What follows belongs to an exercise in optimizing a design on an open flow for small area, a short achievable clock period and few clock cycles; a production flow would make more cautious choices.
The RTL was checked by simulation tests, not by an equivalence proof against the original design.
Power is estimated from default activity; no workload was simulated.

==> flow/design.v <==
module lemon_xfer (
    input  wire        clk,
    input  wire        rst,
    input  wire        start,
    input  wire [31:0] cfg_in_addr,
    input  wire [31:0] cfg_out_addr,
    input  wire [15:0] cfg_in_width,
    input  wire [15:0] cfg_out_width,
    input  wire [15:0] cfg_out_height,
    input  wire [2:0]  cfg_in_fmt,
    input  wire [2:0]  cfg_out_fmt,
    input  wire [1:0]  cfg_scaling,
    input  wire        cfg_flip,
    input  wire        cfg_in_linear,
    input  wire        cfg_dont_swizzle,
    output wire        busy,
    output wire        done,
    output wire        error,
    output wire        mem_req,
    output wire        mem_we,
    output wire [31:0] mem_addr,
    output wire [31:0] mem_wdata,
    output reg  [3:0]  mem_be,
    input  wire        mem_ack,
    input  wire [31:0] mem_rdata
);
    localparam S_IDLE = 3'd0;
    localparam S_SET1 = 3'd1;
    localparam S_SET2 = 3'd2;
    localparam S_PRE  = 3'd3;
    localparam S_RD   = 3'd4;
    localparam S_WR   = 3'd5;
    localparam S_DONE = 3'd6;
    localparam S_ERR  = 3'd7;
    reg [2:0] state;
    reg [2:0]  ifmt, ofmt;
    reg        hs, vs, stiled, dtiled, flip, bad;
    reg [15:0] ow;
    reg [31:0] sp, srow, dp, drow;
    reg [23:0] sbig, dbig;        
    reg [15:0] xrem, yrem;        
    reg [2:0]  xlo;               
    reg [2:0]  ylo;               
    reg [2:0]  oylo;              
    reg        dir;               
    reg [1:0]  k;                 
    reg        px;                
    reg [9:0]  acc_r, acc_g, acc_b, acc_a;
    reg [31:0] wdat;
    assign busy  = (state != S_IDLE) && (state != S_DONE) && (state != S_ERR);
    assign done  = (state == S_DONE);
    assign error = (state == S_ERR);
    wire bi2 = ifmt[2] | ifmt[1];       
    wire bi3 = (ifmt == 3'd1);
    wire bo2 = ofmt[2] | ofmt[1];
    wire bo3 = (ofmt == 3'd1);
    wire n1  = !hs;
    wire n4  = vs;
    wire dual = bi2 & n1 & bo2;
    wire [1:0] last_k = bi2 ? {1'b0, n4} : (n1 ? 2'd0 : n4 ? 2'd3 : 2'd1);
    wire pair = bo2 & (xrem != 16'd1);
    wire [2:0] xcur = xlo + {2'd0, px};
    wire [1:0] jsel = hs ? xcur[1:0] : xcur[2:1];
    reg  [5:0] jidx;                    
    always @(*) begin
        case (jsel)
            2'd0: jidx = 6'd4;
            2'd1: jidx = 6'd12;
            2'd2: jidx = 6'd4;
            default: jidx = 6'd44;
        endcase
        jidx = jidx - (vs ? 6'd4 : 6'd2);
    end
    wire [7:0] jb2 = {1'b0, jidx, 1'b0};
    wire [7:0] jb3 = {2'b0, jidx} + {1'b0, jidx, 1'b0};
    wire [7:0] jb4 = {jidx, 2'b0};
    wire [7:0] sjump = bi2 ? jb2 : bi3 ? jb3 : jb4;
    wire [2:0] rb = bi2 ? ((n1 & !dual) ? 3'd2 : 3'd4) : bi3 ? 3'd3 : 3'd4;
    wire last_beat  = (k == last_k);
    wire run_end    = stiled & last_beat & (hs | dual | xcur[0]);
    wire pix_last   = dual ? 1'b1 : (px == pair);           
    wire row_last_r = last_beat & pix_last & (xrem == (pair ? 16'd2 : 16'd1));
    wire [7:0] sstep = {5'd0, rb} + (run_end ? sjump : 8'd0);
    reg [7:0] sil;
    always @(*) begin
        if (vs) case (ylo[1:0])
            2'd0: sil = 8'd8; 2'd1: sil = 8'd24; default: sil = 8'd8;
        endcase
        else case (ylo)
            3'd0, 3'd2, 3'd4, 3'd6: sil = 8'd2;
            3'd1, 3'd5: sil = 8'd6;
            default: sil = 8'd22;
        endcase
    end
    wire [7:0] silb = bi2 ? {sil[6:0], 1'b0} : bi3 ? (sil + {sil[6:0], 1'b0}) : {sil[5:0], 2'b0};
    wire swrap = !stiled | (vs ? (ylo[1:0] == 2'd3) : (ylo == 3'd7));
    wire [31:0] srd = swrap ? {{8{sbig[23]}}, sbig} : {24'd0, silb};
    wire [31:0] srow_nx = srow + srd;
    reg [5:0] dj;
    always @(*) begin
        case (xcur[2:1])
            2'd0: dj = 6'd2; 2'd1: dj = 6'd10; 2'd2: dj = 6'd2; default: dj = 6'd42;
        endcase
    end
    wire [7:0] djb = bo2 ? {1'b0, dj, 1'b0} : bo3 ? ({2'b0, dj} + {1'b0, dj, 1'b0}) : {dj, 2'b0};
    wire [2:0] wb = bo2 ? (pair ? 3'd4 : 3'd2) : bo3 ? 3'd3 : 3'd4;
    wire w_runend = dtiled & (pair | xcur[0]);
    wire [7:0] dstep = {5'd0, wb} + (w_runend ? djb : 8'd0);
    wire row_last_w = (xrem == (pair ? 16'd2 : 16'd1));
    wire [2:0] oyj = dir ? (oylo - 3'd1) : oylo;
    reg [7:0] dil;
    always @(*) begin
        case (oyj)
            3'd0, 3'd2, 3'd4, 3'd6: dil = 8'd2;
            3'd1, 3'd5: dil = 8'd6;
            default: dil = 8'd22;
        endcase
    end
    wire [7:0] dilb = bo2 ? {dil[6:0], 1'b0} : bo3 ? (dil + {dil[6:0], 1'b0}) : {dil[5:0], 2'b0};
    wire dwrap = !dtiled | (oyj == 3'd7);
    wire [31:0] dfwd = dwrap ? {{8{dbig[23]}}, dbig} : {24'd0, dilb};
    wire [31:0] drow_nx = drow + (dir ? ~dfwd : dfwd) + {31'd0, dir};
    function [31:0] dec16(input [2:0] f, input [15:0] p);
        case (f)
            3'd2:    dec16 = {p[15:11], p[15:13], p[10:5], p[10:9], p[4:0], p[4:2], 8'hFF};
            3'd3:    dec16 = {p[15:11], p[15:13], p[10:6], p[10:8], p[5:1], p[5:3], {8{p[0]}}};
            default: dec16 = {p[15:12], p[15:12], p[11:8], p[11:8], p[7:4], p[7:4], p[3:0], p[3:0]};
        endcase
    endfunction
    wire [31:0] d_lo = dec16(ifmt, mem_rdata[15:0]);
    wire [31:0] d_hi = dec16(ifmt, mem_rdata[31:16]);
    wire [31:0] d_w  = ifmt[0] ? {mem_rdata[23:0], 8'hFF} : mem_rdata;
    wire [31:0] s0   = bi2 ? d_lo : d_w;
    wire        two  = bi2 & !n1;
    wire [8:0]  s_r = {1'b0, s0[31:24]} + (two ? {1'b0, d_hi[31:24]} : 9'd0);
    wire [8:0]  s_g = {1'b0, s0[23:16]} + (two ? {1'b0, d_hi[23:16]} : 9'd0);
    wire [8:0]  s_b = {1'b0, s0[15:8]}  + (two ? {1'b0, d_hi[15:8]}  : 9'd0);
    wire [8:0]  s_a = {1'b0, s0[7:0]}   + (two ? {1'b0, d_hi[7:0]}   : 9'd0);
    wire [9:0]  t_r = (k == 2'd0 ? 10'd0 : acc_r) + {1'b0, s_r};
    wire [9:0]  t_g = (k == 2'd0 ? 10'd0 : acc_g) + {1'b0, s_g};
    wire [9:0]  t_b = (k == 2'd0 ? 10'd0 : acc_b) + {1'b0, s_b};
    wire [9:0]  t_a = (k == 2'd0 ? 10'd0 : acc_a) + {1'b0, s_a};
    wire [7:0]  cr = n1 ? t_r[7:0] : n4 ? t_r[9:2] : t_r[8:1];
    wire [7:0]  cg = n1 ? t_g[7:0] : n4 ? t_g[9:2] : t_g[8:1];
    wire [7:0]  cb = n1 ? t_b[7:0] : n4 ? t_b[9:2] : t_b[8:1];
    wire [7:0]  ca = n1 ? t_a[7:0] : n4 ? t_a[9:2] : t_a[8:1];
    function [15:0] enc16(input [2:0] f, input [31:0] c);
        case (f)
            3'd2:    enc16 = {c[31:27], c[23:18], c[15:11]};
            3'd3:    enc16 = {c[31:27], c[23:19], c[15:11], c[7]};
            default: enc16 = {c[31:28], c[23:20], c[15:12], c[7:4]};
        endcase
    endfunction
    wire [31:0] cpix = {cr, cg, cb, ca};
    wire [15:0] e_lo = enc16(ofmt, cpix);
    wire [15:0] e_hi = enc16(ofmt, d_hi);
    wire [31:0] e_w  = ofmt[0] ? {8'd0, cr, cg, cb} : cpix;
    assign mem_req   = (state == S_RD) || (state == S_WR);
    assign mem_we    = (state == S_WR);
    assign mem_addr  = (state == S_WR) ? dp : sp;
    assign mem_wdata = wdat;
    always @(*) begin
        if (bo2)      mem_be = pair ? 4'b1111 : 4'b0011;
        else if (bo3) mem_be = 4'b0111;
        else          mem_be = 4'b1111;
    end
    wire cfg_bad = (cfg_scaling == 2'd3)
                || (cfg_in_linear && cfg_scaling != 2'd0)
                || (cfg_in_fmt  > 3'd4)
                || (cfg_out_fmt > 3'd4);
    wire c_hs = (cfg_scaling == 2'd1) || (cfg_scaling == 2'd2);
    wire c_vs = (cfg_scaling == 2'd2);
    wire [23:0] sb8 = {5'd0, sbig[15:0], 3'd0} - (vs ? 24'd40 : 24'd42);
    wire [23:0] db8 = {5'd0, dbig[15:0], 3'd0} - 24'd42;
    wire [23:0] sbm = bi2 ? {sbig[22:0], 1'b0} : bi3 ? (sbig + {sbig[22:0], 1'b0}) : {sbig[21:0], 2'b0};
    wire [23:0] dbm = bo2 ? {dbig[22:0], 1'b0} : bo3 ? (dbig + {dbig[22:0], 1'b0}) : {dbig[21:0], 2'b0};
    always @(posedge clk) begin
        if (rst) begin
            state <= S_IDLE;
        end else begin
            case (state)
                S_IDLE, S_DONE, S_ERR: begin
                    if (start) begin
                        sp     <= cfg_in_addr;
                        srow   <= cfg_in_addr;
                        dp     <= cfg_out_addr;
                        drow   <= cfg_out_addr;
                        ifmt   <= cfg_in_fmt;
                        ofmt   <= cfg_out_fmt;
                        hs     <= c_hs;
                        vs     <= c_vs;
                        stiled <= !cfg_in_linear;
                        dtiled <= cfg_in_linear ^ cfg_dont_swizzle;
                        flip   <= cfg_flip;
                        bad    <= cfg_bad;
                        sbig   <= {8'd0, cfg_in_width};
                        dbig   <= {8'd0, c_hs ? {1'b0, cfg_out_width[15:1]} : cfg_out_width};
                        ow     <= c_hs ? {1'b0, cfg_out_width[15:1]} : cfg_out_width;
                        yrem   <= c_vs ? {1'b0, cfg_out_height[15:1]} : cfg_out_height;
                        state  <= S_SET1;
                    end else begin
                        state <= S_IDLE;
                    end
                end
                S_SET1: begin
                    if (stiled) sbig <= sb8;
                    if (dtiled) dbig <= db8;
                    xrem  <= yrem - 16'd1;
                    xlo   <= 3'd0;
                    ylo   <= 3'd0;
                    oylo  <= 3'd0;
                    dir   <= 1'b0;
                    k     <= 2'd0;
                    px    <= 1'b0;
                    if (bad)
                        state <= S_ERR;
                    else if (ow == 16'd0 || yrem == 16'd0)
                        state <= S_DONE;
                    else
                        state <= S_SET2;
                end
                S_SET2: begin
                    sbig <= sbm;
                    dbig <= dbm;
                    if (flip) begin
                        state <= S_PRE;
                    end else begin
                        xrem  <= ow;
                        state <= S_RD;
                    end
                end
                S_PRE: begin
                    if (xrem == 16'd0) begin
                        dp    <= drow;
                        dir   <= 1'b1;
                        xrem  <= ow;
                        state <= S_RD;
                    end else begin
                        drow <= drow_nx;
                        oylo <= oylo + 3'd1;
                        xrem <= xrem - 16'd1;
                    end
                end
                S_RD: begin
                    if (mem_ack) begin
                        acc_r <= t_r; acc_g <= t_g; acc_b <= t_b; acc_a <= t_a;
                        if (last_beat) begin
                            k <= 2'd0;
                            if (bo2) begin
                                if (dual)
                                    wdat <= {e_hi, e_lo};
                                else if (px)
                                    wdat[31:16] <= e_lo;
                                else
                                    wdat[15:0] <= e_lo;
                            end else begin
                                wdat <= e_w;
                            end
                            if (pix_last) begin
                                px    <= 1'b0;
                                state <= S_WR;
                            end else begin
                                px <= 1'b1;
                            end
                        end else begin
                            k <= k + 2'd1;
                        end
                        if (row_last_r) begin
                            sp   <= srow_nx;
                            srow <= srow_nx;
                            ylo  <= ylo + 3'd1;
                        end else begin
                            sp <= sp + {24'd0, sstep};
                        end
                    end
                end
                S_WR: begin
                    if (mem_ack) begin
                        if (row_last_w) begin
                            dp   <= drow_nx;
                            drow <= drow_nx;
                            oylo <= dir ? oylo - 3'd1 : oylo + 3'd1;
                            xrem <= ow;
                            xlo  <= 3'd0;
                            yrem <= yrem - 16'd1;
                            state <= (yrem == 16'd1) ? S_DONE : S_RD;
                        end else begin
                            dp   <= dp + {24'd0, dstep};
                            xrem <= xrem - (pair ? 16'd2 : 16'd1);
                            xlo  <= xlo + (pair ? 3'd2 : 3'd1);
                            state <= S_RD;
                        end
                    end
                end
                default: state <= S_IDLE;
            endcase
        end
    end
endmodule
==> flow/run.sh <==
#!/bin/bash
# synth_recipe.tcl (not shown) runs the flow's synth.tcl, then flattens the netlist and writes it again
# the make line also repeats each setting of config.mk as NAME=value (left out here)
make -C /OpenROAD-flow-scripts/flow DESIGN_CONFIG=/design/flow/config.mk WORK_HOME=/design/flow/orfs CLKGATE_MAP_FILE= SYNTH_SCRIPT=/design/flow/synth_recipe.tcl finish
==> flow/config.mk <==
export PLATFORM = sky130hd
export DESIGN_NAME = lemon_xfer
export DESIGN_NICKNAME = lemon_xfer
export VERILOG_FILES = /design/flow/design.v
export SDC_FILE = /design/flow/constraint.sdc
export NUM_CORES = 4
export LEC_CHECK = 0
export CAP_MARGIN = 20
export CORE_MARGIN = 2
export CORE_UTILIZATION = 40
export SLEW_MARGIN = 20
==> flow/constraint.sdc <==
create_clock -name core_clock -period 17.5 [get_ports {clk}]
set_input_delay 3.5000 -clock core_clock [delete_from_list [all_inputs] [get_ports {clk}]]
set_output_delay 3.5000 -clock core_clock [all_outputs]
set_load 0.01 [all_outputs]
==> reports/qor.yml <==
outcome: "complete, no violations"
synth-simple-area-share_pct: 17.5
synth_top_family_by_area: "compound AO/OA/AOI/OAI gates"
fin_hold_ws_ns: 0.580
worst_slew_pin_slew_ns: 1.04
fin_area_sq_um: 34400
port_buffers: 229
synthDistinctLibCells: 84
dp_hpwl_mm: 75.6
fmax_mhz: 131
yosys_warnings: 1
holdBufCountCts: 0
p_leak_nw: 13.8
root_buffer: "clkbuf_16"
drt_iter0_drc: 2689
rsz0062_at_grt: "no"
syn2layout_area_growth_pct: 15.8
placed_cell_area_sq_um: 33000
min_path_type: "flop to flop"
reg2reg_slack_ns: 11.09
grt_max_degree: 77
critPathLaunchType: "primary input"
slew_violations: 0
hold_depth: 1
avgViaCountPerCell: 5.88
nFillCells: 7106
muxShareOfSynthArea_pct: 3.92
grt-busiest-layer: "met2"
ant_nets: 0
cpPeakStageDelay_ns: 0.59
gr-usage-all-layers_pct: 25.8
grt-ovfl-total: 0
synth_fa_ha_area_share_pct: 12.3
worstRegToRegCells: 23
min_to: "k[0]"
tns_ns: 0
avgSynthCellArea_sq_um: 8.51
drc: 0
drive_above_1_share_pct: 5.12
final-hold-violation-count: 0
synth_top_cell_by_area: "edfxtp_1"
maxCapViolations: 0
critPathSlowestCell: "clkdlybuf4s50_1"
vias: 27227
grt_pass1_vias: 26025
reg2reg_to: "sp[29]"
clock_path_buffers: 3
synth-async-reset-ratio_pct: 0
seq_area_frac_synth_pct: 32.6
cp_top_family: "compound AO/OA/AOI/OAI gates"
post_drt_wl_per_cell_um: 21.9
ys_ff_latch: 324
cts_resized: 0
timing.rr.start: "ifmt[1]"
drt_wl_total_mm: 102
clk_pin_slew_ns: 0.06
cts_setup_buffers: 0
synth-edff-count: 321
htree_levels: 2
use_met2_pct: 41.3
min_from: "k[0]"
gp_congestion: 0.917
maxSlewHeadroom_pct: 30.6
netlist_area_sq_um: 29700
gr-usage-met3_pct: 4.68
crit_cells: 16
synth_flop_cell: "edfxtp_1"
core_sq_um: 73200
met1_usage_pct: 35.4
start_util_pct: 40.6
cts_tree: "yes"
max-vdd-ir-drop_uv: 82.2
synth_top_area_share_pct: 32.4
pin_count: 232
worst-path-buf-inv: 1
fin_crit_ns: 7.66
antenna_found_initial: 5
netlist_instances: 3493
rows: 99
nNetsFinal: 4062
die_width_um: 277
critPathMaxFanout: 6
critPathCaptureType: "flop"
cp_cell_sequence: "clkdlybuf4s50_1 > or3_1 > o21ai_0 > nor2_1 > fa_1 > ha_1 > a21o_1 > a21oi_1 > o21bai_1 > a2111oi_0 > nor3_1 > xor2_1 > a221o_1 > a222oi_1 > nor2_1 > a221o_1"
die_y_um: 277
setup_violations: 0
firstDrtPassIters: 8
powerDensity_nw_per_um2: 151
finalCritPeriodShare_pct: 43.7
clk_latency_ns: 0.61
cts.sinks: 324
synth-xor-area-share_pct: 7.42
grt_pass1_wl_mm: 155
critPathKind: "primary input to flop"
arrival_ns: 8.00
die_area_sq_um: 76500
finClkSkew_ns: 0.0262
yosys-top-cells-area: "edfxtp_1 32%, ha_1 9.2%, nand2_1 6.1%"
cts_inserted_buffers: 43
synth_compound_area_share_pct: 21.7
crit_required_ns: 17.85
==> worst max path at each step <==
stage / start / end / slack [ns]
after detailed placement: mem_rdata[16] / wdat[18] / 9.24
after floorplan: rst / wdat[0] / 9.34
after CTS: mem_rdata[16] / wdat[18] / 9.88
final: mem_rdata[16] / wdat[18] / 9.84
after global routing: mem_rdata[16] / wdat[18] / 9.57
after global placement: mem_rdata[16] / wdat[18] / 9.32
==> synth_stat cells (6+ instances only) <==
cell,count
nand2_1,484
edfxtp_1,321
nor2_1,310
o21ai_0,286
a21oi_1,279
ha_1,218
inv_1,170
xnor2_1,166
clkbuf_1,148
xor2_1,86
mux2i_1,85
a21o_1,69
nand3_1,65
nor3_1,61
a211oi_1,54
nand2b_1,50
nor2b_1,50
fa_1,46
a22oi_1,38
o211ai_1,36
nand4_1,27
buf_1,26
mux2_2,26
o21bai_1,25
and3_1,24
and2_1,22
a222oi_1,21
a31oi_1,21
o21a_1,21
or3_1,20
nor4_1,18
o221ai_1,16
o22ai_1,16
a21boi_0,12
a221o_1,12
a221oi_1,11
o31ai_1,11
or2_2,11
a2111oi_0,8
a311oi_1,6
a41oi_1,6
==> layout by cell type (no fill, tap or decap), types with 11 or more instances in the layout <==
master | synthesis | routed
xor2_1 | 86 | 86
o221ai_1 | 16 | 16
nand4_1 | 27 | 27
xnor2_1 | 166 | 166
o211ai_1 | 36 | 36
o22ai_1 | 16 | 16
o31ai_1 | 11 | 11
inv_1 | 170 | 169
nor3_1 | 61 | 56
a222oi_1 | 21 | 21
o21bai_1 | 25 | 25
or3_1 | 20 | 20
fa_1 | 46 | 46
mux2i_1 | 85 | 85
clkbuf_16 | 0 | 43
edfxtp_1 | 321 | 321
nor2_2 | 0 | 11
mux2_2 | 26 | 26
a221o_1 | 12 | 12
nand2b_1 | 50 | 50
or2_2 | 11 | 12
nor4_1 | 18 | 18
o21a_1 | 21 | 21
a22oi_1 | 38 | 38
and2_1 | 22 | 22
nand2_1 | 484 | 483
nor2b_1 | 50 | 49
o21ai_0 | 286 | 286
buf_4 | 2 | 49
a211oi_1 | 54 | 54
a21oi_1 | 279 | 279
a21o_1 | 69 | 69
a221oi_1 | 11 | 11
clkdlybuf4s50_1 | 0 | 229
nand3_1 | 65 | 65
a31oi_1 | 21 | 21
a21boi_0 | 12 | 12
ha_1 | 218 | 218
nor2_1 | 310 | 297
and3_1 | 24 | 24
==> registers in the layout, indices dropped and copies added, names as in the netlist, 3 cells and up <==
name / count
acc_g: 10
yrem: 16
acc_r: 10
dbig: 24
ow: 16
dp: 32
wdat: 32
acc_a: 10
xrem: 16
acc_b: 10
ylo: 3
state: 3
ifmt: 3
srow: 32
sbig: 24
oylo: 3
drow: 32
ofmt: 3
sp: 32
xlo: 3
==> area by class of cell <==
cell class,count,area (sq um),area share (%)
clock buffer,49,1100,3.19
clock inverter,29,344,0.999
inverter,174,653,1.90
antenna,1,2.50,0.00727
timing repair buffer,278,2660,7.72
sequential,324,9700,28.2
multi-input combinational,2818,18800,54.5
tap,959,1200,3.48
==> metrics by stage <==
| stage | util, % | worst slack [ns] | power, mW | instances |
|---|---|---|---|---|
| floorplan | - | 9.34 | 3.36 | 3494 |
| global placement | 45.1 | 9.32 | 4.21 | 4553 |
| detailed placement | 45.1 | 9.24 | 4.22 | 4553 |
| CTS | 47.0 | 9.88 | 5.17 | 4631 |
| global route | 47.0 | 9.57 | 5.56 | 4632 |
| finish | 47.0 | 9.84 | 5.19 | 4632 |
==> routing by layer <==
metal  vias up  part of all wire, %
met3       156                  7.8
li1      12988                    -
met5         -                0.036
met2       981                   45
met4         6                  2.8
met1     13096                   44
==> cells by family after synthesis <==
logic type,count (synthesis)
other cells,1
mux,112
buf+inv,352
xor+xnor,252
flops,324
fa+ha+maj,264
compound gates,1020
simple gates,1168
==> power breakdown <==
part	switching, mW	internal (mW)
registers	0.157	1.13
logic	1.83	1.13
clock network	0.391	0.545
Testbench counts, summed over its fixed seeds: cycles 105,796.

## what the ideal ports hide
In the flow no input, the clock included, has a driving cell. The finished layout below was timed again as built, in two steps. Step 1: set_driving_cell puts a clkbuf_16 on clk and a buf_2 on each other input, an assumption about the parent block. Step 2 times the ports against the registers' clock, not the clock port: input delays grow and output delays shrink by t, the midpoint of the rising clock arrivals with the driver on. Three values: ideal, step 1, step 2; two values: the first two.
shift t [ns]: 0.662
slack for setup (ns): 9.844 / 9.876 / 9.214
worst setup path after step 2: input to register
pins driven straight from the clock port: 1
After both steps this run still meets setup and hold. For this run, drivers alone change the setup slack by +0.032 ns; drivers and shift together by -0.630 ns.
